Source: an optimization exercise on an open RTL-to-GDS flow (aim: small area, a short achievable clock period and few clock cycles per item). Production flows keep margins and buffers that such runs may drop. At most, simulation tests tie the RTL to the original design; equivalence was not proved. No functional check of the RTL was part of run 2.

==> flow/design.v, too long to show whole: its modules and the start of the top module <==
// module emu10k_mul: 1257 lines
// module emu10k_logexp: 42 lines
// module emu10k_exec: 176 lines
module emu10k_exec (
    input             clk,
    input             rst,
    input             in_valid,
    output            in_ready,
    input      [7:0]  in_op,
    input             in_a_acc,
    input      [31:0] in_a,
    input      [31:0] in_x,
    input      [31:0] in_y,
    output reg        out_valid,
    output reg        out_wr,
    output reg [31:0] out_r,
    output     [67:0] out_acc
);
  // ...
==> flow/flow/run.sh <==
#!/bin/bash
set -euo pipefail
MARGIN=$(cat flow/margin.txt)
bash standard.sh SETUP_SLACK_MARGIN="$MARGIN" finish > flow_make.log 2>&1
==> flow/flow/margin.txt <==
34
==> flow/standard.sh <==
#!/bin/bash
# synth_recipe.tcl (not shown) runs the flow's synth.tcl, then flattens the netlist and writes it again
# the make line also repeats each setting of config.mk as NAME=value (left out here)
make -C /OpenROAD-flow-scripts/flow DESIGN_CONFIG=/design/flow/config.mk WORK_HOME=/design/flow/orfs CLKGATE_MAP_FILE= SYNTH_SCRIPT=/design/flow/synth_recipe.tcl "${@:-finish}"
==> flow/config.mk <==
export PLATFORM = sky130hd
export DESIGN_NAME = emu10k_exec
export DESIGN_NICKNAME = emu10k_exec
export VERILOG_FILES = /design/flow/design.v
export SDC_FILE = /design/flow/constraint.sdc
export NUM_CORES = 4
export LEC_CHECK = 0
export CAP_MARGIN = 20
export CORE_MARGIN = 2
export CORE_UTILIZATION = 50
export PLACE_DENSITY = 0.7
export SLEW_MARGIN = 20
export TNS_END_PERCENT = 0
==> flow/constraint.sdc <==
create_clock -name core_clock -period 44.0 [get_ports {clk}]
set_input_delay 8.8000 -clock core_clock [delete_from_list [all_inputs] [get_ports {clk}]]
set_output_delay 8.8000 -clock core_clock [all_outputs]
set_load 0.01 [all_outputs]
==> notes.md, run 1 <==
* Reg2Reg Depth at 43
* Mapped Cells at 7724
* Area of the multi-input gates at 0.0513 mm2
* Number of global-route vias before repair at 61300
* Max_slew headroom at 16.5%
* Cts-stage hold buffer count at 0
* Worst-Skew Late Latency at 710 ps
* Antenna violations before repair at 32
* Met2 routed WL at 128 mm
* Number of non-clock buffers at 597
* Routed WL per cell at 34.6 um
* Post-Synth Simple-Gate Area at 12.3%
* First-pass GRT wire length at about 450 mm
* Die area at 0.128 mm2
* Seq area share at 12.3%
* R2r endpoint: pr_p[63]
* FF+latch area at 0.00898 mm2
* EDFF count, synth at 83
* Async S/R FF share, synth at 0%
* Area of the core at 0.124 mm2
* IO Port Bufs at 210
* Syn Nets at 8644
* Routed wire length at 329 mm
* CP startpoint kind: register
* TritonCTS Buffers at 48
* Setup Crit Path Kind: reg2out
* Multi-input gate share of total cell area at 70.5%
* 1st-iter DRT viols at 10500
* Outcome: no timing/DRC/antenna violations
* Hold WS at roughly 330 ps
* Total congestion overflow at 0
Testbench counts, summed over its fixed seeds: cycles 17,115, items 16,000.
==> module emu10k_exec, before the edit <==
module emu10k_exec (
    input             clk,
    input             rst,
    input             in_valid,
    output            in_ready,
    input      [7:0]  in_op,
    input             in_a_acc,
    input      [31:0] in_a,
    input      [31:0] in_x,
    input      [31:0] in_y,
    output reg        out_valid,
    output reg        out_wr,
    output reg [31:0] out_r,
    output     [67:0] out_acc
);
    reg [67:0] acc;
    assign out_acc = acc;
    wire        i_un = |in_op[7:4];
    wire [3:0]  i_o  = in_op[3:0];
    wire [15:0] i_d  = i_un ? 16'd0 : (16'd1 << i_o);
    wire        i_ia = in_valid && i_d[14] && in_a_acc;
    reg        ir_v, ir_aacc;
    reg [31:0] ir_a, ir_x, ir_y;
    reg        c_wrap, c_mintw, c_mint, c_macsn, c_acc3, c_macmv, c_andxor,
               c_tneg, c_limit, c_limitl, c_log, c_exp, c_interp, c_wr, c_accwr;
    reg        c_ia, c_selx, c_selacc;
    reg        busy;             
    reg        pW, pA, pB;       
    assign in_ready = ~busy;
    wire i_wait = ir_v && c_accwr &&
                  (i_ia || (in_valid && in_a_acc && (i_d[12] || i_d[13])));
    always @(posedge clk) begin
        if (rst) begin
            ir_v <= 1'b0;
            busy <= 1'b0;
            pW   <= 1'b0;
            pA   <= 1'b0;
            pB   <= 1'b0;
        end else if (!busy) begin
            ir_v <= in_valid;
            busy <= i_ia | i_wait;
            pW   <= i_wait;
            pA   <= i_ia & ~i_wait;
            pB   <= 1'b0;
        end else if (pW) begin
            busy <= c_ia;
            pW   <= 1'b0;
            pA   <= c_ia;
        end else begin
            busy <= 1'b0;
            pA   <= 1'b0;
            pB   <= pA;
        end
        ir_a <= pA ? dh : in_a;
        if (!busy) begin
            ir_aacc  <= in_a_acc;
            ir_x     <= in_x;
            ir_y     <= in_y;
            c_wrap   <= i_d[0] | i_d[1];
            c_mintw  <= i_d[5];
            c_mint   <= i_d[4] | i_d[5];
            c_macsn  <= i_d[1] | i_d[3];
            c_acc3   <= i_d[6];
            c_macmv  <= i_d[7];
            c_andxor <= i_d[8];
            c_tneg   <= i_d[9];
            c_limit  <= i_d[10];
            c_limitl <= i_d[11];
            c_log    <= i_d[12];
            c_exp    <= i_d[13];
            c_interp <= i_d[14];
            c_ia     <= i_d[14] & in_a_acc;
            c_selx   <= i_d[6] | i_d[9];
            c_selacc <= in_a_acc & (i_d[12] | i_d[13] | i_d[14]);
            c_wr     <= !i_un && i_o != 4'hF;
            c_accwr  <= !i_un && (i_o <= 4'h8 || i_o == 4'hE);
        end
    end
    wire        c_cmp = c_tneg | c_limit | c_limitl;
    wire        c_sela = ~c_selx & ~c_selacc;
    wire        d_sub = ~c_acc3;
    wire [31:0] d_b   = ({32{c_selx}}   & ir_x) |
                        ({32{c_selacc}} & acc[31:0]) |
                        ({32{c_sela}}   & ir_a);
    wire [32:0] d_opa = {33{~c_tneg & ~c_log & ~c_exp}} & {ir_y[31] & ~c_ia, ir_y};
    wire [32:0] d_opb = {d_b[31] & ~c_ia, d_b};
    wire [33:0] d_sum = {d_opa, 1'b1} + {d_opb ^ {33{d_sub}}, d_sub};
    wire [32:0] d     = d_sum[33:1];
    wire [32:0] dh_w  = {{32{ir_y[31]}}, 1'b0} - {acc[63:32], d[32]};
    wire [31:0] dh    = dh_w[32:1];
    wire [31:0] le_a = d_b;
    wire [30:0] le_mag;
    wire        le_neg;
    emu10k_logexp u_le (.a(le_a), .a_neg(d[31:0]), .e_max(ir_x[4:0]), .mode(ir_y[1:0]),
                        .is_exp(c_exp), .mag(le_mag), .s_out(le_neg));
    wire [31:0] mx = (c_acc3 | c_cmp) ? 32'h8000_0000 : ir_x;
    reg  [32:0] mm;
    always @* begin
        if (pA)                          mm = {1'b0, d[31:0]};
        else if (pB)                     mm = {ir_a[31], ir_a};
        else if (c_acc3 | c_interp)      mm = d[32:0];
        else                             mm = {ir_y[31], ir_y};
    end
    wire [63:0] p;
    emu10k_mul u_mul (.x(mx), .m(mm), .flip(c_macsn | c_acc3), .p(p));
    reg        pr_v, pr_aacc;
    reg [63:0] pr_p;
    reg [31:0] pr_a, pr_rge, pr_rlt;
    reg        pr_wrap, pr_mintw, pr_int, pr_macmv, pr_andxor, pr_cmp, pr_logexp,
               pr_wr, pr_accwr, pr_pA, pr_pB;
    always @(posedge clk) begin
        pr_v      <= ir_v & ~pW & ~rst;
        pr_aacc   <= ir_aacc;
        pr_p      <= p;
        pr_a      <= ir_a;
        pr_rge    <= (c_log | c_exp) ? {le_neg, le_mag} : c_limitl ? ir_y : ir_x;
        pr_rlt    <= c_tneg ? d[31:0] : c_limitl ? ir_x : ir_y;
        pr_wrap   <= c_wrap;
        pr_mintw  <= c_mintw;
        pr_int    <= c_mint | c_macmv | pA | pB;
        pr_macmv  <= c_macmv;
        pr_andxor <= c_andxor;
        pr_cmp    <= c_cmp;
        pr_logexp <= c_log | c_exp;
        pr_wr     <= c_wr;
        pr_accwr  <= c_accwr;
        pr_pA     <= pA;
        pr_pB     <= pB;
    end
    wire [63:0] la  = pr_aacc ? acc[63:0] : {{32{pr_a[31]}}, pr_a};
    wire [31:0] a32 = la[31:0];
    reg  [67:0] base;
    always @* begin
        if (pr_macmv)       base = acc;
        else if (pr_pA)     base = 68'd0;
        else if (pr_pB)     base = {{36{out_r[31]}}, out_r};
        else                base = {{4{la[63]}}, la};
    end
    wire [67:0] addend = pr_int ? {{4{pr_p[63]}}, pr_p} : {{35{pr_p[63]}}, pr_p[63:31]};
    wire [68:0] s      = {base[67], base} + {addend[67], addend};
    wire [67:0] v_main = {s[68] & |s[66:0], s[66:0]};      
    reg         u31;
    wire [67:0] v_fin  = {{4{acc[63]}}, acc[63:0]} + {{35{s[31]}}, s[31:0], u31};
    wire [67:0] v      = pr_pB ? v_fin : v_main;
    wire        sat_hi = !v[67] && (|v[66:31]);
    wire        sat_lo =  v[67] && !(&v[66:31]);
    wire [31:0] lowsat = sat_hi ? 32'h7FFF_FFFF : sat_lo ? 32'h8000_0000 : v[31:0];
    wire        ge     = !v[67];       
    wire [31:0] andxor = (a32 & pr_rge) ^ pr_rlt;
    wire [31:0] le_r = pr_rge[31] ? -{1'b0, pr_rge[30:0]} : {1'b0, pr_rge[30:0]};
    reg [31:0] r;
    always @* begin
        r = lowsat;
        if (pr_wrap)              r = v[31:0];
        if (pr_mintw)             r = {1'b0, v[30:0]};
        if (pr_macmv)             r = a32;
        if (pr_andxor)            r = andxor;
        if (pr_cmp)               r = ge ? pr_rge : pr_rlt;
        if (pr_pA)                r = v[63:32];
        if (pr_logexp)            r = le_r;
    end
    wire fin = pr_v & ~pr_pA;
    always @(posedge clk) begin
        out_r  <= r;
        u31    <= v[31];
        out_wr <= pr_wr;
        if (rst) begin
            out_valid <= 1'b0;
            acc       <= 68'd0;
        end else begin
            out_valid <= fin;
            if (fin && pr_accwr)
                acc <= pr_andxor ? {{36{andxor[31]}}, andxor} : v;
        end
    end
endmodule
==> inputs of run 2 (changes only) <==
--- a/flow/design.v
+++ b/flow/design.v
@@ -1350,7 +1350,7 @@
             pA   <= 1'b0;
             pB   <= pA;
         end
-        ir_a <= pA ? dh : in_a;
+        ir_a <= in_a;
         if (!busy) begin
             ir_aacc  <= in_a_acc;
             ir_x     <= in_x;
@@ -1378,16 +1378,12 @@
     wire        c_cmp = c_tneg | c_limit | c_limitl;
     wire        c_sela = ~c_selx & ~c_selacc;
     wire        d_sub = ~c_acc3;
-    wire [31:0] d_b   = ({32{c_selx}}   & ir_x) |
-                        ({32{c_selacc}} & acc[31:0]) |
-                        ({32{c_sela}}   & ir_a);
-    wire [32:0] d_opa = {33{~c_tneg & ~c_log & ~c_exp}} & {ir_y[31] & ~c_ia, ir_y};
-    wire [32:0] d_opb = {d_b[31] & ~c_ia, d_b};
-    wire [33:0] d_sum = {d_opa, 1'b1} + {d_opb ^ {33{d_sub}}, d_sub};
-    wire [32:0] d     = d_sum[33:1];
-    wire [32:0] dh_w  = {{32{ir_y[31]}}, 1'b0} - {acc[63:32], d[32]};
-    wire [31:0] dh    = dh_w[32:1];
-    wire [31:0] le_a = d_b;
+    wire [63:0] d_opa = {64{~c_tneg & ~c_log & ~c_exp}} & {{32{ir_y[31]}}, ir_y};
+    wire [63:0] d_opb = ({64{c_selx}}   & {{32{ir_x[31]}}, ir_x}) |
+                        ({64{c_selacc}} & acc[63:0]) |
+                        ({64{c_sela}}   & {{32{ir_a[31]}}, ir_a});
+    wire [63:0] d     = d_opa + (d_opb ^ {64{d_sub}}) + {63'd0, d_sub};
+    wire [31:0] le_a = d_opb[31:0];
     wire [30:0] le_mag;
     wire        le_neg;
     emu10k_logexp u_le (.a(le_a), .a_neg(d[31:0]), .e_max(ir_x[4:0]), .mode(ir_y[1:0]),
@@ -1395,8 +1391,8 @@
     wire [31:0] mx = (c_acc3 | c_cmp) ? 32'h8000_0000 : ir_x;
     reg  [32:0] mm;
     always @* begin
-        if (pA)                          mm = {1'b0, d[31:0]};
-        else if (pB)                     mm = {ir_a[31], ir_a};
+        if (pA)                          mm = {d[63], d[63:32]};
+        else if (pB)                     mm = {1'b0, d[31:0]};
         else if (c_acc3 | c_interp)      mm = d[32:0];
         else                             mm = {ir_y[31], ir_y};
     end
@@ -1414,9 +1410,9 @@
         pr_a      <= ir_a;
         pr_rge    <= (c_log | c_exp) ? {le_neg, le_mag} : c_limitl ? ir_y : ir_x;
         pr_rlt    <= c_tneg ? d[31:0] : c_limitl ? ir_x : ir_y;
-        pr_wrap   <= c_wrap;
+        pr_wrap   <= c_wrap | pA;
         pr_mintw  <= c_mintw;
-        pr_int    <= c_mint | c_macmv | pA | pB;
+        pr_int    <= c_mint | c_macmv | pA;
         pr_macmv  <= c_macmv;
         pr_andxor <= c_andxor;
         pr_cmp    <= c_cmp;
@@ -1432,14 +1428,13 @@
     always @* begin
         if (pr_macmv)       base = acc;
         else if (pr_pA)     base = 68'd0;
-        else if (pr_pB)     base = {{36{out_r[31]}}, out_r};
+        else if (pr_pB)     base = {35'd0, out_r, 1'b0};
         else                base = {{4{la[63]}}, la};
     end
     wire [67:0] addend = pr_int ? {{4{pr_p[63]}}, pr_p} : {{35{pr_p[63]}}, pr_p[63:31]};
     wire [68:0] s      = {base[67], base} + {addend[67], addend};
     wire [67:0] v_main = {s[68] & |s[66:0], s[66:0]};      
-    reg         u31;
-    wire [67:0] v_fin  = {{4{acc[63]}}, acc[63:0]} + {{35{s[31]}}, s[31:0], u31};
+    wire [67:0] v_fin  = {{4{acc[63]}}, acc[63:0]} + {{35{s[32]}}, s[32:0]};
     wire [67:0] v      = pr_pB ? v_fin : v_main;
     wire        sat_hi = !v[67] && (|v[66:31]);
     wire        sat_lo =  v[67] && !(&v[66:31]);
@@ -1455,13 +1450,11 @@
         if (pr_macmv)             r = a32;
         if (pr_andxor)            r = andxor;
         if (pr_cmp)               r = ge ? pr_rge : pr_rlt;
-        if (pr_pA)                r = v[63:32];
         if (pr_logexp)            r = le_r;
     end
     wire fin = pr_v & ~pr_pA;
     always @(posedge clk) begin
         out_r  <= r;
-        u31    <= v[31];
         out_wr <= pr_wr;
         if (rst) begin
             out_valid <= 1'b0;
--- a/flow/config.mk
+++ b/flow/config.mk
@@ -10,4 +10,3 @@
 export CORE_UTILIZATION = 50
 export PLACE_DENSITY = 0.7
 export SLEW_MARGIN = 20
-export TNS_END_PERCENT = 0
==> run 2 against run 1 <==
- flip-flop and latch count fell by 1
- die area rose by 0.46%
- cell count rose by 4.3%
- highest routed layer unchanged
- worst hold slack improved by 12 ps
==> notes.md, run 2 <==
* Layout cells sized above 1 at 20.7%
* Fillers at 11100
* Setup WS pre-CTS at 30760 ps
* Endpoint class of the critical path: register
* Largest cells by area after synthesis: fa_1 (14%), dfxtp_1 (9.9%), xnor2_1 (7.9%)
* Fin Clk Skew at 69.0 ps
* Initial core utilization at roughly 50%
* 1st-iter DRT viols at 10200 (-3.5%)
* Synth cell types at 116
* Most common cell after layout, fill and taps aside: nand2_1
* EDFF count, synth at 83 (unchanged)
* Area leader, netlist: fa_1
* Post-synth top cells: nand2_1 (676), inv_1 (631), a21oi_1 (577)
* IO Port Bufs at 210 (unchanged)
* Top Registers: acc (68), pr_p (64)
* Top-level port count at 211
* Crit path max fanout at 17
* Routed wire length at 321 mm (-2.3%)
* Area of the core at 0.125 mm2 (+1.0%)
* Clock Pin Slew Worst Setup and Hold Paths at 60 ps
* Count of state elements after synthesis at 395
* Finished Cell Area at 0.0762 mm2
* Rows at between 100 and 150
* Die width at ~360 um
* TritonCTS Buffers at 48 (unchanged)
* CTS sink count at ~400
* Routed vias at 68200
* DR pass1 iterations at 7
* Synth Flop Type: dfxtp_1
* Hold Crit Class: reg2reg
* Syn Nets at 8840 (+2.3%)
* Largest register FFs at 68
* Max-Cap Viols at 0
* Final setup viols at 0
* Final period util at 25.0%
* Mapped Cells at 7921 (+2.6%)
* DRC Markers at 0
* Top-count cell post-synth: nand2_1
* Area share of the largest cell type after synthesis at 14.2%
* CTS max path bufs at 3
* Crit path required time at 44590 ps
* Worst-Skew Late Latency at 700 ps (about the same)
* Post-Syn Area at 0.0629 mm2
* Seq/Total Area, Yosys at 13.9%
* DP Wirelength at 223 mm
* Setup Crit Path Kind: reg2reg
* Max_slew headroom at 16.1% (-0.38 points)
* Final setup margin at 32980 ps
* Total Neg Setup Slack at 0 ps
* Final Slew Violations at 0
* Fin nets at 9104
* Async S/R FF share, synth at 0% (unchanged)
* CP startpoint kind: register
* Routed WL per cell at 32.4 um (-6.4%)
* Root buffer cell: clkbuf_16
* Number of global-route vias before repair at 63900 (+4.2%)
* First-pass GRT wire length at 448 mm (-0.16%)
* GRT Resource Usage Total at a little under half
* Non-filler cells, final at 9892
* CTS tree: built
* Die area at 0.129 mm2 (+0.46%)
* Max Fclk at 0.0908 GHz
* Ys Warns at 2
* Die Y at 359 um
* Antenna violations before repair at 32 (unchanged)
* Fin util at approximately three fifths
* Final Hold Fails at 0
* Total congestion overflow at 0 (unchanged)
* RSZ-0062 raised after global routing: yes
* Vias per inst at just under 7
* Placed Cells at ~9400
* Outcome: no timing/DRC/antenna violations
* Syn_area_per_cell at 7.94 um2
* Pin count of the biggest net entering global routing at 76
* H-tree levels at 2
* Slowest-stage cell, CP: fa_2
* Final min period at roughly 11000 ps
* Least-Margin Pin Slew at approximately 1300 ps
* Largest reg by FF count: acc
* Gpl congestion at 1.04
* Cts-stage hold buffer count at 0 (unchanged)
* CP Data Arrival Time at 11610 ps
* Detail Route Antenna Nets at 0
* Synth-to-Final Area Change at 21.2%
* Most frequent cells in the layout: nand2_1 (646), inv_1 (600), xnor2_1 (536)
* Hold WS at 338 ps (+11.9 ps)
* Worst path max stage delay at approximately 600 ps
* Post-DP Area at around 0.067 mm2
==> run 2: cell types whose count changed in the layout (fill, tap and decap cells not counted), sizes merged, moves of 32 or more <==
cell,delta
a211oi,+42
a31oi,+40
nand2,+130
nor3,+32
mux2i,-79
dlymetal6s2s,-84
inv,-50
o21ai,-93
a21oi,+109
buf,+321
nor2,+66
a221oi,-45
==> run 2: worst max-delay path, delay by kind of cell, from the launching register on <==
family | cells | cell delay [ps]
buffers and inverters | 12 | 1420
AOI/OAI and AO/OA | 25 | 4460
adders and majority gates | 8 | 3320
DFF | 1 | 440
and+or+nand+nor | 2 | 640
xor gates and xnor gates | 4 | 600
==> run 2: layout make-up <==
type	instances	area [um2]	share of cell area [%]
Timing Repair Buffer	811	7810	10.2
Antenna cell	18	45.0	0.0591
Sequential cell	395	9060	11.9
Clock buffer	58	1300	1.70
Multi-Input combinational cell	6288	53200	69.8
Inverter	641	2440	3.20
Clock inverter	31	319	0.418
Tap cell	1650	2060	2.71
==> run 2: final timing paths <==
kind                                  to  slack, ps     start  cells past startpoint
worst max-delay path            pr_p[62]      32980  c_selacc                     51
worst min-delay path              out_wr        340     pr_wr                      0
worst max register to register  pr_p[62]      32980  c_selacc                     51
worst min register to register    out_wr        340     pr_wr                      0
==> run 2: per-layer routing <==
| metal | global-route usage (%) | wire length [um] | up-vias |
|---|---|---|---|
| met5 | 0 | 161 | - |
| li1 | - | - | 28600 |
| met4 | 25.8 | 22500 | 24 |
| met3 | 16.4 | 48300 | 1161 |
| met1 | 62.9 | 121000 | 32800 |
| met2 | 68.1 | 129000 | 5587 |
==> run 2: kinds of logic (layout without fill, tap and decap cells) <==
kind of cell | count (synthesis) | count (layout) | synth area share (%)
other cells | 0 | 18 | 0
mux | 230 | 230 | 4.36
flops | 395 | 395 | 13.9
simple gates | 1912 | 1914 | 14.1
xor+xnor | 859 | 859 | 12.0
buf+inv | 1241 | 1541 | 7.47
compound gates | 2473 | 2474 | 26.7
fa+ha+maj | 811 | 811 | 21.4
==> run 2: repair_timing <==
| item | CTS | global route |
|---|---|---|
| pin swaps | 223 | 171 |
| setup buffers | 288 | 94 |
| hold endpoints to repair | 0 | 0 |
| gates cloned | 26 | 7 |
| setup endpoints to repair | 220 | 142 |
| gates resized for setup | 1167 | 318 |
==> inputs of run 3 (changes only) <==
--- a/flow/design.v
+++ b/flow/design.v
@@ -1297,6 +1297,32 @@
     assign mag   = is_exp ? emag : lmag;
     assign s_out = (a[31] & ~mode[0]) ^ mode[1];
 endmodule
+module emu10k_add #(parameter N = 64, parameter L = 6) (    
+    input  [N-1:0] a,
+    input  [N-1:0] b,
+    input          ci,
+    output [N-1:0] s
+);
+    wire [N-1:0] p0 = a ^ b;
+    reg  [N-1:0] g, p;
+    integer l, i;
+    always @* begin
+        g = a & b;
+        g[0] = g[0] | (p0[0] & ci);
+        p = p0;
+        for (l = 0; l < L; l = l + 1)
+            for (i = (2 << l) - 1; i < N; i = i + (2 << l)) begin
+                g[i] = g[i] | (p[i] & g[i - (1 << l)]);
+                p[i] = p[i] & p[i - (1 << l)];
+            end
+        for (l = L - 2; l >= 0; l = l - 1)
+            for (i = 3 * (1 << l) - 1; i < N; i = i + (2 << l)) begin
+                g[i] = g[i] | (p[i] & g[i - (1 << l)]);
+                p[i] = p[i] & p[i - (1 << l)];
+            end
+    end
+    assign s = p0 ^ {g[N-2:0], ci};
+endmodule
 module emu10k_exec (
     input             clk,
     input             rst,
@@ -1324,7 +1350,7 @@
                c_tneg, c_limit, c_limitl, c_log, c_exp, c_interp, c_wr, c_accwr;
     reg        c_ia, c_selx, c_selacc;
     reg        busy;             
-    reg        pW, pA, pB;       
+    reg        pW, pA, pB, pC;   
     assign in_ready = ~busy;
     wire i_wait = ir_v && c_accwr &&
                   (i_ia || (in_valid && in_a_acc && (i_d[12] || i_d[13])));
@@ -1335,22 +1361,25 @@
             pW   <= 1'b0;
             pA   <= 1'b0;
             pB   <= 1'b0;
+            pC   <= 1'b0;
         end else if (!busy) begin
             ir_v <= in_valid;
             busy <= i_ia | i_wait;
             pW   <= i_wait;
             pA   <= i_ia & ~i_wait;
             pB   <= 1'b0;
+            pC   <= 1'b0;
         end else if (pW) begin
             busy <= c_ia;
             pW   <= 1'b0;
             pA   <= c_ia;
         end else begin
-            busy <= 1'b0;
+            busy <= pA;
             pA   <= 1'b0;
             pB   <= pA;
+            pC   <= pB;
         end
-        ir_a <= in_a;
+        ir_a <= pA ? dh : in_a;
         if (!busy) begin
             ir_aacc  <= in_a_acc;
             ir_x     <= in_x;
@@ -1378,12 +1407,18 @@
     wire        c_cmp = c_tneg | c_limit | c_limitl;
     wire        c_sela = ~c_selx & ~c_selacc;
     wire        d_sub = ~c_acc3;
-    wire [63:0] d_opa = {64{~c_tneg & ~c_log & ~c_exp}} & {{32{ir_y[31]}}, ir_y};
-    wire [63:0] d_opb = ({64{c_selx}}   & {{32{ir_x[31]}}, ir_x}) |
-                        ({64{c_selacc}} & acc[63:0]) |
-                        ({64{c_sela}}   & {{32{ir_a[31]}}, ir_a});
-    wire [63:0] d     = d_opa + (d_opb ^ {64{d_sub}}) + {63'd0, d_sub};
-    wire [31:0] le_a = d_opb[31:0];
+    wire [31:0] d_b   = ({32{c_selx}}   & ir_x) |
+                        ({32{c_selacc}} & acc[31:0]) |
+                        ({32{c_sela}}   & ir_a);
+    wire [32:0] d_opa = {33{~c_tneg & ~c_log & ~c_exp}} & {ir_y[31] & ~c_ia, ir_y};
+    wire [32:0] d_opb = {d_b[31] & ~c_ia, d_b};
+    wire [33:0] d_sum = {d_opa, 1'b1} + {d_opb ^ {33{d_sub}}, d_sub};
+    wire [32:0] d     = d_sum[33:1];
+    wire [32:0] dh_w;                
+    emu10k_add #(.N(33), .L(6)) u_dh (.a({{32{ir_y[31]}}, 1'b0}), .b(~{acc[63:32], d[32]}),
+                           .ci(1'b1), .s(dh_w));
+    wire [31:0] dh    = dh_w[32:1];
+    wire [31:0] le_a = d_b;
     wire [30:0] le_mag;
     wire        le_neg;
     emu10k_logexp u_le (.a(le_a), .a_neg(d[31:0]), .e_max(ir_x[4:0]), .mode(ir_y[1:0]),
@@ -1391,8 +1426,8 @@
     wire [31:0] mx = (c_acc3 | c_cmp) ? 32'h8000_0000 : ir_x;
     reg  [32:0] mm;
     always @* begin
-        if (pA)                          mm = {d[63], d[63:32]};
-        else if (pB)                     mm = {1'b0, d[31:0]};
+        if (pA)                          mm = {1'b0, d[31:0]};
+        else if (pB)                     mm = {ir_a[31], ir_a};
         else if (c_acc3 | c_interp)      mm = d[32:0];
         else                             mm = {ir_y[31], ir_y};
     end
@@ -1402,17 +1437,18 @@
     reg [63:0] pr_p;
     reg [31:0] pr_a, pr_rge, pr_rlt;
     reg        pr_wrap, pr_mintw, pr_int, pr_macmv, pr_andxor, pr_cmp, pr_logexp,
-               pr_wr, pr_accwr, pr_pA, pr_pB;
+               pr_wr, pr_accwr, pr_pA, pr_pB, pr_pC;
     always @(posedge clk) begin
         pr_v      <= ir_v & ~pW & ~rst;
         pr_aacc   <= ir_aacc;
         pr_p      <= p;
         pr_a      <= ir_a;
-        pr_rge    <= (c_log | c_exp) ? {le_neg, le_mag} : c_limitl ? ir_y : ir_x;
-        pr_rlt    <= c_tneg ? d[31:0] : c_limitl ? ir_x : ir_y;
-        pr_wrap   <= c_wrap | pA;
+        pr_rge    <= (c_log | c_exp) ? {le_neg, le_mag} : c_limitl ? ir_y :
+                     c_macmv ? 32'hFFFF_FFFF : ir_x;
+        pr_rlt    <= c_tneg ? d[31:0] : c_limitl ? ir_x : c_macmv ? 32'd0 : ir_y;
+        pr_wrap   <= c_wrap;
         pr_mintw  <= c_mintw;
-        pr_int    <= c_mint | c_macmv | pA;
+        pr_int    <= c_mint | c_macmv | pA | pB | pC;
         pr_macmv  <= c_macmv;
         pr_andxor <= c_andxor;
         pr_cmp    <= c_cmp;
@@ -1421,40 +1457,45 @@
         pr_accwr  <= c_accwr;
         pr_pA     <= pA;
         pr_pB     <= pB;
+        pr_pC     <= pC;
     end
     wire [63:0] la  = pr_aacc ? acc[63:0] : {{32{pr_a[31]}}, pr_a};
     wire [31:0] a32 = la[31:0];
     reg  [67:0] base;
     always @* begin
         if (pr_macmv)       base = acc;
-        else if (pr_pA)     base = 68'd0;
-        else if (pr_pB)     base = {35'd0, out_r, 1'b0};
+        else if (pr_pA | pr_logexp) base = 68'd0;
+        else if (pr_pB)     base = {{36{out_r[31]}}, out_r};
         else                base = {{4{la[63]}}, la};
     end
-    wire [67:0] addend = pr_int ? {{4{pr_p[63]}}, pr_p} : {{35{pr_p[63]}}, pr_p[63:31]};
-    wire [68:0] s      = {base[67], base} + {addend[67], addend};
+    reg         u31;
+    wire        le_s   = pr_logexp & pr_rge[31];
+    wire [67:0] addend = pr_pC  ? {{35{out_r[31]}}, out_r, u31} :
+                         pr_logexp ? {37'd0, pr_rge[30:0]} ^ {68{pr_rge[31]}} :
+                         pr_int ? {{4{pr_p[63]}}, pr_p} : {{35{pr_p[63]}}, pr_p[63:31]};
+    wire [68:0] s;
+    emu10k_add #(.N(69), .L(7)) u_acc (.a({base[67], base}), .b({addend[67], addend}), .ci(le_s), .s(s));
     wire [67:0] v_main = {s[68] & |s[66:0], s[66:0]};      
-    wire [67:0] v_fin  = {{4{acc[63]}}, acc[63:0]} + {{35{s[32]}}, s[32:0]};
-    wire [67:0] v      = pr_pB ? v_fin : v_main;
+    wire [67:0] v      = v_main;
     wire        sat_hi = !v[67] && (|v[66:31]);
     wire        sat_lo =  v[67] && !(&v[66:31]);
     wire [31:0] lowsat = sat_hi ? 32'h7FFF_FFFF : sat_lo ? 32'h8000_0000 : v[31:0];
     wire        ge     = !v[67];       
     wire [31:0] andxor = (a32 & pr_rge) ^ pr_rlt;
-    wire [31:0] le_r = pr_rge[31] ? -{1'b0, pr_rge[30:0]} : {1'b0, pr_rge[30:0]};
     reg [31:0] r;
     always @* begin
         r = lowsat;
-        if (pr_wrap)              r = v[31:0];
+        if (pr_wrap | pr_logexp)  r = v[31:0];
         if (pr_mintw)             r = {1'b0, v[30:0]};
-        if (pr_macmv)             r = a32;
-        if (pr_andxor)            r = andxor;
+        if (pr_andxor | pr_macmv) r = andxor;
         if (pr_cmp)               r = ge ? pr_rge : pr_rlt;
-        if (pr_logexp)            r = le_r;
+        if (pr_pA)                r = v[63:32];
+        if (pr_pB)                r = v[31:0];
     end
-    wire fin = pr_v & ~pr_pA;
+    wire fin = pr_v & ~pr_pA & ~pr_pB;
     always @(posedge clk) begin
         out_r  <= r;
+        if (pr_pA) u31 <= v[31];
         out_wr <= pr_wr;
         if (rst) begin
             out_valid <= 1'b0;
--- a/flow/config.mk
+++ b/flow/config.mk
@@ -5,8 +5,12 @@
 export SDC_FILE = /design/flow/constraint.sdc
 export NUM_CORES = 4
 export LEC_CHECK = 0
+export ABC_AREA = 1
 export CAP_MARGIN = 20
 export CORE_MARGIN = 2
 export CORE_UTILIZATION = 50
+export CTS_CLUSTER_DIAMETER = 80
+export CTS_CLUSTER_SIZE = 30
 export PLACE_DENSITY = 0.7
 export SLEW_MARGIN = 20
+export TNS_END_PERCENT = 0
==> run 3 against run 2 <==
- non-clock buffer count is 419 lower
- die area is 12% lower
- area after synthesis is 12% lower
- highest routed layer unchanged
- critical endpoint is now in_ready
- flip-flop and latch count is 3 higher
- core utilization is 5.3 points lower
- worst setup slack better by 820 ps
- critical path type is now reg2out
==> notes.md, run 3 <==
* Finished Cell Area at 0.0606 mm2 (-20%)
* Most frequent cells in the layout: nand2_1 (1220), inv_1 (1059), xor2_1 (691)
* Detail Route Antenna Nets at 0 (unchanged)
* DRC Markers at 0 (unchanged)
* Top-level port count at 211 (unchanged)
* CTS tree: built
* Fin nets at 8387 (-7.9%)
* Largest reg by FF count: acc
* IO Port Bufs at 210 (unchanged)
* Endpoint class of the critical path: output pin
* Largest register FFs at 68 (unchanged)
* Setup Crit Path Kind: reg2out
* Worst R2R Start: ir_x[13]
* Most common cell after layout, fill and taps aside: nand2_1
* Routed WL per cell at 29.0 um (-10%)
* Hold endpoint: out_wr
* Layout cells sized above 1 at 7.20% (-13 points)
* Top-count cell post-synth: nand2_1
* Largest cells by area after synthesis: fa_1 (18%), dfxtp_1 (11%), xor2_1 (11%)
* Max Fclk at 0.0981 GHz (+8.1%)
* Synth cell types at 71 (-39%)
* Syn_area_per_cell at 7.28 um2 (-8.3%)
* H-tree levels at 1 (-1)
* Rows at 121 (-6.9%)
* Fin Clk Skew at 33.5 ps (-35.5 ps)
* Final Hold Fails at 0 (unchanged)
* Die Y at 336 um (-6.3%)
* Final setup viols at 0 (unchanged)
* DP Wirelength at 186 mm (-17%)
* Seq/Total Area, Yosys at 16.0% (+2.1 points)
* Pin count of the biggest net entering global routing at 75 (-1.3%)
* Final min period at 10200 ps (-821 ps)
* Initial core utilization at 50.5% (+0.28 points)
* Antenna violations before repair at 10 (-69%)
* CP Data Arrival Time at 1400 ps (-10210 ps)
* R2r endpoint: pr_p[58]
* Reg2Reg Depth at 40 (-22%)
* Vias per inst at 6.44 (-6.6%)
* Number of global-route vias before repair at 54000 (-15%)
* First-pass GRT wire length at 370 mm (-17%)
* Crit path required time at 35200 ps (-9390 ps)
* CP startpoint kind: register
* Area leader, netlist: fa_1
* Final period util at 23.2% (-1.9 points)
* Area share of the largest cell type after synthesis at 17.9% (+3.7 points)
* Hold Startpoint: pr_wr
* GRT Resource Usage Total at 44.5% (-3.2 points)
* Final Slew Violations at 0 (unchanged)
* 1st-iter DRT viols at 8887 (-12%)
* Area of the core at 0.109 mm2 (-13%)
* Total congestion overflow at 0 (unchanged)
* Worst-Skew Late Latency at 680 ps (-20 ps)
* Gpl congestion at 1.08 (+3.6%)
* RSZ-0062 raised after global routing: yes
* Die area at 0.113 mm2 (-12%)
* Routed wire length at 261 mm (-19%)
* Synth-to-Final Area Change at 9.99%
* Routed vias at 57900 (-15%)
* Mapped Cells at 7567 (-4.5%)
* Max_slew headroom at 21.4% (+5.3 points)
* Outcome: no timing/DRC/antenna violations
* DR pass1 iterations at 9 (+2)
* Crit path max fanout at 2 (-15)
* Hold Path Depth at 0 (unchanged)
* Total Neg Setup Slack at 0 ps (unchanged)
* Synth Flop Type: dfxtp_1
* Root buffer cell: clkbuf_16
* Least-Margin Pin Slew at 1170 ps (-87.2 ps)
* EDFF count, synth at 84 (+1.2%)
* Hold Crit Class: reg2reg
* Syn Nets at 8466 (-4.2%)
* TritonCTS Buffers at 29 (-40%)
* Post-Syn Area at 0.0551 mm2 (-12%)
* Top Registers: acc (68), pr_p (64)
* CTS sink count at 398 (+0.76%)
* Post-DP Area at 0.0582 mm2 (-13%)
* CTS max path bufs at 3 (unchanged)
* Post-synth top cells: nand2_1 (1227), inv_1 (1083), xor2_1 (697)
* Max-Cap Viols at 0 (unchanged)
* Ys Warns at 4 (+2)
* Count of state elements after synthesis at 398 (+0.76%)
* Clock Pin Slew Worst Setup and Hold Paths at 100 ps (+40 ps)
* Async S/R FF share, synth at 0% (unchanged)
* Die width at 336 um (-6.3%)
* Register-to-register setup slack at 34110 ps (+1130 ps)
run 3: cell types whose count changed after synthesis, sizes merged, moves of 137 or more:
cell,delta
a21oi,-166
xnor2,-515
nand2,+571
a22oi,-519
o22ai,+542
clkbuf,-137
xor2,+409
a21o,-210
o21ai,+338
inv,+470
nand3,+141
run 3: logic make-up after synthesis:
| logic type | count (synthesis) | synth area share (%) |
|---|---|---|
| AOI/OAI and AO/OA | 1931 | 20.5 |
| xor gates and xnor gates | 753 | 12.0 |
| adders and majority gates | 791 | 24.7 |
| buffers and inverters | 1639 | 11.3 |
| DFF | 398 | 16.0 |
| muxes | 19 | 0.345 |
| and+or+nand+nor | 2036 | 15.2 |
run 3: layer usage:
metal	track usage, %	routed length, um	up-vias
met5	0	96	-
met3	14.5	39700	1055
met4	27.2	20600	12
met2	63.5	105000	4919
met1	58.2	96000	27200
li1	-	-	24700
run 3: worst max path at each step:
| stage | from | end | cells past startpoint |
|---|---|---|---|
| 2_1_floorplan | busy | in_ready | 1 |
| 3_3_place_gp | rst | acc[56] | 5 |
| 3_5_place_dp | c_tneg | pr_p[62] | 50 |
| 4_1_cts | busy | in_ready | 2 |
| 5_1_grt | c_exp | pr_p[58] | 52 |
| 6_report | busy | in_ready | 2 |
run 3: repair_timing:
item,4_1_cts,5_1_grt
pin swaps,1,12
cloned,3,8
endpoints found under the setup margin,249,237
hold buffers,0,0
resized for setup,251,123
setup buffers,9,28
run 3: final cells by class:
| type | instances | area, um2 |
|---|---|---|
| Antenna cell | 3 | 7.51 |
| Clock buffer | 30 | 739 |
| Clock inverter | 23 | 434 |
| Fill cell | 10500 | 48500 |
| Inverter | 1133 | 4310 |
| Multi-Input combinational cell | 5532 | 40600 |
| Sequential cell | 398 | 8970 |
| Tap cell | 1476 | 1850 |
| Timing Repair Buffer | 392 | 3680 |
| Timing Repair inverter | 2 | 12.5 |
run 3: per-stage QoR:
step                      setup slack, ps  cells  utilization [%]  hold slack, ps
after floorplan                     33880   7567                -             310
after global placement              32590   8883             53.3             321
after detailed placement            32560   8884             53.4             318
after CTS                           33790   8949             54.7             335
after global routing                33730   8986             55.5             347
final                               33800   8989             55.5             332
run 3: critical path, cell delays in order, from the launching register on:
cell and delay, ps:
dfxtp_2 360, clkinvlp_4 200, buf_6 190
Testbench counts of run 3, summed over its fixed seeds: cycles 17,507, items 16,000.
==> inputs of run 4 (changes only) <==
==> flow/flow/run.sh (replaced) <==
#!/bin/bash
# The standard layout (standard synthesis, unchanged), with two ORFS
# settings of its own:
#  - every port still gets its buffer (buffer_ports), but a plain buf_1 that
#    the resizer upsizes where timing needs it, instead of a delay cell.
# The SDC and every other setting are the standard flow's. make's full output goes to
# flow_make.log here; ORFS keeps each tool's own log under orfs/logs/.
set -euo pipefail
MARGIN=$(cat flow/margin.txt)
bash standard.sh SETUP_SLACK_MARGIN="$MARGIN" \
    "BUFFER_PORTS_ARGS=-buffer_cell sky130_fd_sc_hd__buf_1" finish > flow_make.log 2>&1
==> run 4 against run 3 <==
- clock-buffer cell count increased by 3
- routed wire length fell by 1.7%
- critical path depth fell by 1
- cell count about the same
- area after synthesis unchanged
- synthesized cell count is the same
- critical path type unchanged
- largest cell class unchanged
- highest routed layer unchanged
==> notes.md, run 4 <==
* Crit path required time at 35200 ps (about the same)
* Die area at 0.113 mm2 (unchanged)
* Met3 GRT Util at 14.2% (-0.36 points)
* Initial core utilization at 50.5% (unchanged)
* Fin nets at 8375 (-0.14%)
* EDFF count, synth at 84 (unchanged)
* Die width at 336 um (unchanged)
* Seq/Total Area, Yosys at 16.0% (unchanged)
* Async S/R FF share, synth at 0% (unchanged)
* H-tree levels at 1 (unchanged)
* Grt peak-use layer: met2
* Crit-path cells: buf_1
* Largest reg by FF count: acc
* Routed wire length at 257 mm (-1.7%)
* Antenna violations before repair at 7 (-3)
* Top-level port count at 211 (unchanged)
* Gpl congestion at 1.11 (+3.2%)
* Fin util at 53.8% (-1.7 points)
* Setup WS pre-CTS at 33080 ps (+523 ps)
* Clock Pin Slew Worst Setup and Hold Paths at 120 ps (+20 ps)
* Area of the core at 0.109 mm2 (unchanged)
* Top-count cell post-synth: nand2_1
* Crit path max fanout at 5 (+3)
* Synth Flop Type: dfxtp_1
* Largest cells by area after synthesis: fa_1 (18%), dfxtp_1 (11%), xor2_1 (11%)
* Hold Crit Class: reg2reg
* DRC Markers at 0 (unchanged)
* Post-synth top cells: nand2_1 (1227), inv_1 (1083), xor2_1 (697)
* Final min period at 10290 ps (+91.7 ps)
* Area leader, netlist: fa_1
* Ys Warns at 4 (unchanged)
* Least-Margin Pin Slew at 1070 ps (-97.6 ps)
* Vias per inst at 6.49 (+0.79%)
* DP Wirelength at 185 mm (-0.35%)
* 1st-iter DRT viols at 9331 (+5.0%)
* Routed WL per cell at 28.6 um (-1.6%)
* IO Port Bufs at 210 (unchanged)
* Syn Nets at 8466 (unchanged)
* Layout cells sized above 1 at 5.71% (-1.5 points)
* Fin Clk Skew at 43.9 ps (+10.4 ps)
* Routed vias at 58300 (+0.70%)
* Total Neg Setup Slack at 0 ps (unchanged)
* Synth cell types at 71 (unchanged)
* Rows at 121 (unchanged)
* Worst-Skew Late Latency at 680 ps (about the same)
* Die Y at 336 um (unchanged)
* Largest register FFs at 68 (unchanged)
* Count of state elements after synthesis at 398 (unchanged)
* Slowest-stage cell, CP: dfxtp_1
* Hold WS at 360 ps (+27.7 ps)
* Top Registers: acc (68), pr_p (64)
* GR Util met1 at 57.5% (-0.63 points)
* Most frequent cells in the layout: nand2_1 (1222), inv_1 (1060), xor2_1 (692)
* CTS sink count at 398 (unchanged)
* Post-Syn Area at 0.0551 mm2 (unchanged)
* CP Data Arrival Time at 1490 ps (+90 ps)
* Syn_area_per_cell at 7.28 um2 (unchanged)
* CP Buf/Inv Count at 1 (-1)
* First-pass GRT wire length at 368 mm (-0.55%)
* Setup Crit Path Kind: reg2out
* RSZ-0062 raised after global routing: yes
* Crit path max-delay family: flip-flops
* Total congestion overflow at 0 (unchanged)
* Final period util at 23.4% (+0.21 points)
* Pin count of the biggest net entering global routing at 75 (unchanged)
* Final Slew Violations at 0 (unchanged)
* TritonCTS Buffers at 29 (unchanged)
* Number of global-route vias before repair at 54400 (+0.81%)
* Max_slew headroom at 28.0% (+6.6 points)
* Most common cell after layout, fill and taps aside: nand2_1
* Area share of the largest cell type after synthesis at 17.9% (unchanged)
* Outcome: no timing/DRC/antenna violations
* Final Hold Fails at 0 (unchanged)
* Max Fclk at 0.0972 GHz (-0.89%)
* DR pass1 iterations at 8 (-1)
* Synth-to-Final Area Change at 6.65%
* Final setup margin at 33710 ps (-91.7 ps)
* Worst path max stage delay at 580 ps (+220 ps)
* Max-Cap Viols at 0 (unchanged)
* CTS tree: built
* CP startpoint kind: register
* CTS max path bufs at 3 (unchanged)
* Final setup viols at 0 (unchanged)
* Mapped Cells at 7567 (unchanged)
* Endpoint class of the critical path: output pin
* Met2 usage at 62.7% (-0.80 points)
* GRT Resource Usage Total at 44.1% (-0.41 points)
* Root buffer cell: clkbuf_16
* Detail Route Antenna Nets at 0 (unchanged)
* Fillers at 10800 (+2.3%)
## run 4: cell counts after synthesis
No cell type changed its count.
## run 4: per-stage QoR
step                      std cells  area [um2]
after CTS                      8944       58100
after floorplan                7567       55100
after global routing           8976       58800
after global placement         8883       56900
final                          8981       58800
after detailed placement       8883       56900
## run 4: path summary, 6_finish.rpt
kind	slack, ps	cells after the start	to	startpoint
max	33710	1	out_acc[34]	acc[34]
min	360	0	pr_andxor	c_andxor
max reg2reg	34060	46	pr_p[60]	c_selx
min reg2reg	360	0	pr_andxor	c_andxor
## run 4: logic make-up (layout without fill, tap and decap cells)
| kind of cell | count (synthesis) | count (layout) | synth area share, % |
|---|---|---|---|
| AOI/OAI and AO/OA | 1931 | 1931 | 20.5 |
| xor gates and xnor gates | 753 | 753 | 12.0 |
| adders and majority gates | 791 | 791 | 24.7 |
| buffers and inverters | 1639 | 1570 | 11.3 |
| DFF | 398 | 398 | 16.0 |
| muxes | 19 | 19 | 0.345 |
| other | 0 | 6 | 0 |
| and+or+nand+nor | 2036 | 2037 | 15.2 |
## run 4: final cells by class
cell class | count | area, um2 | area share, %
multi-input cells | 5531 | 40400 | 68.7
flip-flops and latches | 398 | 8820 | 15.0
inverters | 1133 | 4290 | 7.30
repair buffers | 380 | 2260 | 3.85
well taps | 1476 | 1850 | 3.14
clock buffers | 33 | 751 | 1.28
clock inverters | 21 | 390 | 0.664
repair inverters | 3 | 20.0 | 0.0341
diodes | 6 | 15.0 | 0.0255
## run 4: layer usage
metal	share of wire [%]	wire length [um]
met5	0.045	116
met4	8.3	21300
met2	40	102000
met1	37	94300
met3	15	39000
## run 4: timing repair
item,CTS,global route
setup buffers,4,27
cloned,3,3
resized for setup,21,86
pin swaps,1,5
setup endpoints to repair,196,195
hold buffers,0,0

[re-timing with driven ports]
The flow's constraints put no driver on any port. The routed layouts listed below were extracted and timed again, unchanged, in two steps. Step 1 sets driving cells, clkbuf_16 on the clock port and buf_2 on the other inputs (assumed; they add their load-dependent delay and slew). Step 2, shift: input delay + t, output delay - t, t = (earliest + latest rising clock arrival at the registers) / 2. This alone moves slack from input paths to output paths. a / b / c = ideal ports / drivers / drivers and shift; a / b = the first two.
run | t, ns | setup WS [ns] | clock arrival spread, ns
run 1 | 0.742 | 33.565 / 33.490 / 32.965 | 0.087 / 0.086
run 2 | 0.742 | 32.982 / 32.982 / 32.982 | 0.069 / 0.069
run 3 | 0.736 | 33.803 / 33.726 / 33.201 | 0.033 / 0.034
run 4 | 0.741 | 33.711 / 33.633 / 33.291 | 0.043 / 0.044
After both steps every run listed still meets setup and hold. The setup slack of run 3, which loses most, moves by -0.077 ns with the drivers and by -0.602 ns with both steps.
